Context: an optimization exercise on an open-source flow, tuned for small area. The choices shown serve that exercise and are no tape-out recipe. The RTL was checked by simulation tests, not by an equivalence proof against the original design.

==> design/flow/design.v <==
module goertzel_res #(
    parameter signed [15:0] COEFF = 16'sd0
) (
    input  wire               clk,
    input  wire               en,       
    input  wire               first,    
    input  wire signed [15:0] x,
    output reg  signed [25:0] q1,
    output reg  signed [25:0] q2
);
    wire signed [25:0] q1_in = first ? 26'sd0 : q1;
    wire signed [25:0] q2_in = first ? 26'sd0 : q2;
    wire signed [41:0] prod  = COEFF * q1_in;
    wire signed [25:0] q0    = (prod >>> 14) - q2_in + x;
    always @(posedge clk) begin
        if (en) begin
            q2 <= q1_in;
            q1 <= q0;
        end
    end
endmodule
module dtmf_td (
    input  wire        clk,
    input  wire        rst,
    input  wire        s_valid,
    output wire        s_ready,
    input  wire [15:0] s_data,
    input  wire        s_last,
    input  wire [31:0] s_now,
    input  wire [63:0] cfg_thr,
    input  wire [31:0] cfg_min_hold,
    output reg         res_valid,
    output reg         res_hit,
    output reg  [3:0]  res_digit,
    output reg  [63:0] res_best,
    output reg         evt_valid,
    output reg  [31:0] evt_duration,
    output reg  [31:0] evt_timestamp
);
    localparam [1:0] S_RUN  = 2'd0,
                     S_PWR  = 2'd1,
                     S_PROD = 2'd2,
                     S_DONE = 2'd3;
    reg  [1:0]  state;
    reg         first;
    reg  [2:0]  k;           
    reg  [3:0]  d;           
    reg  [31:0] now_r;
    wire accept = s_valid && s_ready;
    assign s_ready = (state == S_RUN);
    wire signed [15:0] x = s_data;
    wire signed [25:0] q1 [0:6];
    wire signed [25:0] q2 [0:6];
    goertzel_res #(.COEFF(16'sd27980)) r0 (.clk(clk), .en(accept), .first(first), .x(x), .q1(q1[0]), .q2(q2[0]));
    goertzel_res #(.COEFF(16'sd26956)) r1 (.clk(clk), .en(accept), .first(first), .x(x), .q1(q1[1]), .q2(q2[1]));
    goertzel_res #(.COEFF(16'sd25701)) r2 (.clk(clk), .en(accept), .first(first), .x(x), .q1(q1[2]), .q2(q2[2]));
    goertzel_res #(.COEFF(16'sd24219)) r3 (.clk(clk), .en(accept), .first(first), .x(x), .q1(q1[3]), .q2(q2[3]));
    goertzel_res #(.COEFF(16'sd19073)) r4 (.clk(clk), .en(accept), .first(first), .x(x), .q1(q1[4]), .q2(q2[4]));
    goertzel_res #(.COEFF(16'sd16325)) r5 (.clk(clk), .en(accept), .first(first), .x(x), .q1(q1[5]), .q2(q2[5]));
    goertzel_res #(.COEFF(16'sd13085)) r6 (.clk(clk), .en(accept), .first(first), .x(x), .q1(q1[6]), .q2(q2[6]));
    reg  signed [15:0] coeff_sel_v;
    wire        [2:0]  coeff_sel;
    always @(*) begin
        case (coeff_sel)
            3'd0: coeff_sel_v = 16'sd27980;
            3'd1: coeff_sel_v = 16'sd26956;
            3'd2: coeff_sel_v = 16'sd25701;
            3'd3: coeff_sel_v = 16'sd24219;
            3'd4: coeff_sel_v = 16'sd19073;
            3'd5: coeff_sel_v = 16'sd16325;
            default: coeff_sel_v = 16'sd13085;
        endcase
    end
    wire signed [15:0] pa   = q1[k] >>> 10;
    wire signed [15:0] pb   = q2[k] >>> 10;
    assign coeff_sel = k;
    wire signed [15:0] pc   = coeff_sel_v;
    wire signed [31:0] ca   = pc * pa;
    wire signed [17:0] pu   = ca >>> 14;
    wire signed [33:0] paa  = pa * pa;
    wire signed [33:0] pbb  = pb * pb;
    wire signed [33:0] pub  = pu * pb;
    wire signed [33:0] psum = paa + pbb - pub;
    wire        [31:0] pw   = psum[33] ? 32'd0 : psum[31:0];
    reg [31:0] pwr [0:6];
    reg  [2:0]  lo_idx;
    reg  [2:0]  hi_idx;
    always @(*) begin
        case (d)
            4'd1, 4'd2, 4'd3:   lo_idx = 3'd0;    
            4'd4, 4'd5, 4'd6:   lo_idx = 3'd1;    
            4'd7, 4'd8, 4'd9:   lo_idx = 3'd2;    
            default:            lo_idx = 3'd3;    
        endcase
        case (d)
            4'd1, 4'd4, 4'd7, 4'd10: hi_idx = 3'd4;   
            4'd0, 4'd2, 4'd5, 4'd8:  hi_idx = 3'd5;   
            default:                 hi_idx = 3'd6;   
        endcase
    end
    wire [63:0] m = pwr[lo_idx] * pwr[hi_idx];
    reg  [63:0] best_m;
    reg  [3:0]  best_d;
    reg         cand_valid;
    reg  [3:0]  cand;
    reg  [31:0] cand_start;
    reg         reported;
    wire        hit     = best_m > cfg_thr;
    wire [32:0] diff    = {1'b0, now_r} - {1'b0, cand_start};
    wire        hold_ok = !diff[32] && (diff[31:0] >= cfg_min_hold);
    always @(posedge clk) begin
        if (rst) begin
            state      <= S_RUN;
            first      <= 1'b1;
            res_valid  <= 1'b0;
            evt_valid  <= 1'b0;
            cand_valid <= 1'b0;
            reported   <= 1'b0;
        end else begin
            res_valid <= 1'b0;
            evt_valid <= 1'b0;
            case (state)
                S_RUN: begin
                    if (accept) begin
                        first <= s_last;
                        if (s_last) begin
                            now_r <= s_now;
                            k     <= 3'd0;
                            state <= S_PWR;
                        end
                    end
                end
                S_PWR: begin
                    pwr[k] <= pw;
                    k      <= k + 3'd1;
                    if (k == 3'd6) begin
                        d      <= 4'd0;
                        best_m <= 64'd0;
                        best_d <= 4'd0;
                        state  <= S_PROD;
                    end
                end
                S_PROD: begin
                    if (m > best_m) begin
                        best_m <= m;
                        best_d <= d;
                    end
                    d <= d + 4'd1;
                    if (d == 4'd11)
                        state <= S_DONE;
                end
                S_DONE: begin
                    res_valid <= 1'b1;
                    res_hit   <= hit;
                    res_digit <= best_d;
                    res_best  <= best_m;
                    if (!hit) begin
                        cand_valid <= 1'b0;
                        reported   <= 1'b0;
                    end else if (!cand_valid || cand != best_d) begin
                        cand_valid <= 1'b1;
                        cand       <= best_d;
                        cand_start <= now_r;
                        reported   <= 1'b0;
                    end else if (hold_ok && !reported) begin
                        reported      <= 1'b1;
                        evt_valid     <= 1'b1;
                        evt_duration  <= diff[31:0];
                        evt_timestamp <= now_r;
                    end
                    state <= S_RUN;
                end
            endcase
        end
    end
endmodule
==> design/flow/run.sh <==
#!/bin/bash
# synth_recipe.tcl (not shown) runs the flow's synth.tcl, then flattens the netlist and writes it again
# the make line also repeats each setting of config.mk as NAME=value (left out here)
make -C /OpenROAD-flow-scripts/flow DESIGN_CONFIG=/design/flow/config.mk WORK_HOME=/design/flow/orfs CLKGATE_MAP_FILE= SYNTH_SCRIPT=/design/flow/synth_recipe.tcl finish
==> design/flow/config.mk <==
export PLATFORM = sky130hd
export DESIGN_NAME = dtmf_td
export DESIGN_NICKNAME = dtmf_td
export VERILOG_FILES = /design/flow/design.v
export SDC_FILE = /design/flow/constraint.sdc
export NUM_CORES = 4
export LEC_CHECK = 0
export CAP_MARGIN = 20
export CORE_MARGIN = 2
export CORE_UTILIZATION = 40
export SLEW_MARGIN = 20
==> design/flow/constraint.sdc <==
create_clock -name core_clock -period 25.0 [get_ports {clk}]
set_input_delay 5.0000 -clock core_clock [delete_from_list [all_inputs] [get_ports {clk}]]
set_output_delay 5.0000 -clock core_clock [all_outputs]
set_load 0.01 [all_outputs]
==> impl_metrics.yaml <==
logic_synthesis:
  synth_cell_type_count: 93
  synthDominantAreaCellType: "sky130_fd_sc_hd__fa_1"
  synth_enable_flop_cells: 864
  yosysTopAreaCellShare_pct: 38.6
  synthesis.instances: 15920
  ys_ff_latch: 875
  synth_area_um2: 160000
  ys_async_sr_fraction_pct: 0
  most_instantiated_library_cell_after_synthesis: "sky130_fd_sc_hd__inv_1"
  predominant_post_synthesis_flop_cell: "sky130_fd_sc_hd__edfxtp_1"
  syn_avg_cell_area_um2: 10.1
  yosys_warnings: 8
  syn-num-nets: 21121
  netlist_top_cells_count: "sky130_fd_sc_hd__inv_1, sky130_fd_sc_hd__fa_1, sky130_fd_sc_hd__ha_1, sky130_fd_sc_hd__nand2_1, sky130_fd_sc_hd__edfxtp_1"
  netlist_top_cells_area: "sky130_fd_sc_hd__fa_1, sky130_fd_sc_hd__edfxtp_1, sky130_fd_sc_hd__ha_1"
  ys_seq_area_share_pct: 16.3
setup_path:
  crit-reg2reg-capture: "pwr[3][31]$_DFFE_PP_"
  worstReg2RegStart: "k[0]$_SDFFCE_PN0P_"
  required_ns: 25.38
  critPathArrivalTime_ns: 19.30
  critical-path-max-stage-delay_ns: 1.04
  timing.critical_path.fanout_max: 22
  timing.critical_path.to_type: "register"
  crit_path_top_delay_cell: "sky130_fd_sc_hd__nor4_1"
  timing.critical_path.mode_cell: "sky130_fd_sc_hd__fa_1"
  r2r_slack_ns: 6.08
  worstRegToRegCells: 59
  critPathKind: "register to register"
  setup.worst_path.start_class: "register"
clock_tree:
  htreeDepth: 3
  postCtsHoldBufs: 0
  clk_path_buf_depth: 3
  worst_skew_pair.late_latency_ns: 0.81
  number_of_buffers_created_by_cts: 100
  root_buffer_master: "sky130_fd_sc_hd__clkbuf_16"
  post-cts-setup-buffers: 0
  cts_resized: 0
  clock_tree_from_tritoncts: "done"
  cts_num_sinks: 875
  clock_slew_at_reported_path_ffs_ns: 0.06
run_status:
  status: "timing/DRC/antenna clean"
sta:
  fin_crit_sh_pct: 75.7
  rsz0062_at_grt: "no"
  timing_worst_slew_pin_value_ns: 1.23
  peak_freq_ghz: 0.0529
  drv_slew: 0
  min_period_ns: 18.92
  hold_viol_final: 0
  timing.max_slew.rel_slack_pct: 17.5
  skew_ns: 0.0605
  fin_hold_ws_ns: 0.486
  setup_violations: 0
  setup-tns-final_ns: 0
flow_run:
  drv.max_cap_violation_count: 0
global_routing:
  grt_max_degree: 162
  antenna_violations_before_repair: 14
  via_count_of_the_first_global_routing_pass: 117790
  grt_pass1_wl_mm: 710
  groute.usage.overall_pct: 22.9
  overflow: 0
placement:
  placement.io_buffers: 283
  place.detailed.hpwl_mm: 366
  last_weighted_congestion_value_of_the_routability_driven_placer: 0.960
floorplanning:
  core_region_area_um2: 399000
  floorplan.io_pins: 284
  floorplan.die.width_um: 637
  die_h_um: 637
  floorplan.die_area_um2: 406000
  floorplan.rows: 232
  floorplan.initialDensity_pct: 40.2
layout:
  relative_area_change_from_synthesis_to_final_layout_pct: 8.33
  multi_input_area_um2: 118000
  layout.core_utilization_pct: 43.5
  final_stage_net_count: 21312
  fill_cells: 38447
  seqCellArea_um2: 26200
  layout-drive-gt1-share_pct: 3.57
detailed_routing:
  ant_nets: 0
  detailedRoute.firstPassIterationCount: 6
  finalWirelength_mm: 454
  routed_wire_length_per_instance_um: 21.2
  via_count: 108995
  drcViolationCount: 0
  drtIter0Drc: 7051
  avgViaCountPerCell: 5.08
min_path:
  worst_hold_path.num_cells: 0
  min_to: "evt_timestamp[14]$_DFFE_PP_"
  hp-start: "now_r[14]$_DFFE_PP_"
  min_path_type: "register to register"
## worst max-delay path: cells and delay by family, from the launching register on
kind	cells	cell delay, ns
AOI/OAI and AO/OA	16	3.77
xor gates and xnor gates	1	0.64
adders and majority gates	18	8.85
buffers and inverters	16	1.92
DFF	1	0.52
and+or+nand+nor	8	2.77
## layout by cell type (no fill, tap or decap), types with 113 or more instances in the layout
cell type | netlist | layout
sky130_fd_sc_hd__a21o_1 | 234 | 234
sky130_fd_sc_hd__a21oi_1 | 365 | 361
sky130_fd_sc_hd__and2_1 | 217 | 217
sky130_fd_sc_hd__buf_4 | 2 | 237
sky130_fd_sc_hd__clkdlybuf4s50_1 | 0 | 282
sky130_fd_sc_hd__edfxtp_1 | 864 | 864
sky130_fd_sc_hd__fa_1 | 3090 | 3090
sky130_fd_sc_hd__ha_1 | 1963 | 1961
sky130_fd_sc_hd__inv_1 | 4054 | 4053
sky130_fd_sc_hd__nand2_1 | 1702 | 1702
sky130_fd_sc_hd__nor2_1 | 687 | 682
sky130_fd_sc_hd__nor2b_1 | 314 | 306
sky130_fd_sc_hd__o21a_1 | 115 | 113
sky130_fd_sc_hd__o21ai_0 | 237 | 222
sky130_fd_sc_hd__xnor2_1 | 398 | 395
sky130_fd_sc_hd__xor2_1 | 164 | 159
## worst max path at each step
stage	endpoint	from	slack, ns	cells past startpoint
2_1_floorplan	pwr[0][10]$_DFFE_PP_	k[2]$_SDFFCE_PN0P_	8.69	61
3_3_place_gp	pwr[0][14]$_DFFE_PP_	k[0]$_SDFFCE_PN0P_	6.44	60
3_5_place_dp	pwr[1][22]$_DFFE_PP_	k[0]$_SDFFCE_PN0P_	6.14	60
4_1_cts	pwr[4][14]$_DFFE_PP_	k[0]$_SDFFCE_PN0P_	6.07	60
5_1_grt	pwr[4][14]$_DFFE_PP_	k[0]$_SDFFCE_PN0P_	5.11	58
6_report	pwr[3][31]$_DFFE_PP_	k[0]$_SDFFCE_PN0P_	6.08	59
## stage by stage
stage	worst slack (ns)	cells	cell area [um^2]
2_1_floorplan	8.69	15920	160000
3_3_place_gp	6.44	21273	170000
3_5_place_dp	6.14	21274	170000
4_1_cts	6.07	21463	174000
5_1_grt	5.11	21466	174000
6_report	6.08	21474	174000
## layout make-up
cell class / instances / share of cell area (%)
multi-input combinational: 10545 / 67.8
inverter: 4067 / 8.79
clock buffer: 112 / 1.48
tap: 5265 / 3.79
sequential: 875 / 15.1
timing repair buffer: 522 / 2.67
clock inverter: 77 / 0.423
antenna: 11 / 0.0158
## flip-flops by register name, indices dropped and copies added (netlist names), 26 cells and up
register	flops
r0.q2	26
now_r	32
pwr	224
evt_duration	32
r5.q1	26
r4.q2	26
r4.q1	26
r3.q2	26
r5.q2	26
cand_start	32
r1.q1	26
r2.q1	26
best_m	64
r2.q2	26
r6.q2	26
r6.q1	26
r1.q2	26
evt_timestamp	32
r3.q1	26
res_best	64
r0.q1	26
## cell families (layout without fill, tap and decap cells)
group | count (synthesis) | after routing | share of synthesized area, %
adder cells (fa/ha/maj) | 5053 | 5053 | 53.9
buffers and inverters | 4500 | 4778 | 10.5
AND/OR/NAND/NOR | 3426 | 3426 | 9.54
AO/OA/AOI/OAI | 1387 | 1387 | 5.66
flip-flops | 875 | 875 | 16.3
XOR/XNOR | 569 | 569 | 3.15
multiplexers | 110 | 110 | 0.920
other | 0 | 11 | 0
## metal layers
layer  wire (um)  global-route usage [%]  up-vias
li1            -                       -    49353
met1      187000                    29.5    55704
met2      219000                    38.8     3135
met3       26200                    3.21      803
met4       22200                    9.33        0
met5           0                       0        -

## afterwards: timing with drivers on the ports
Ports are ideal in the flow. The routed layout listed here was re-timed in OpenROAD.
Step 1 (the two cells are an assumption about what drives the block):
set clk [get_ports {clk}]
set_driving_cell -lib_cell sky130_fd_sc_hd__clkbuf_16 $clk
set_driving_cell -lib_cell sky130_fd_sc_hd__buf_2 [delete_from_list [all_inputs] $clk]
Step 2 times the ports against the registers' clock, not the clock port: input delays grow and output delays shrink by t, the midpoint of the rising clock arrivals with the driver on.
a / b / c = ideal / step 1 / step 2; a / b = the first two.
t, ns: 0.872
setup WS [ns]: 6.081 / 6.081 / 6.081
worst setup path at the end: register to register
latest minus earliest clock arrival (ns): 0.068 / 0.068
worst slew at a driven data input, ns: 0.14
After both steps setup and hold are still met in this run. For this run, drivers alone change the setup slack by 0.000 ns; drivers and shift together by 0.000 ns.
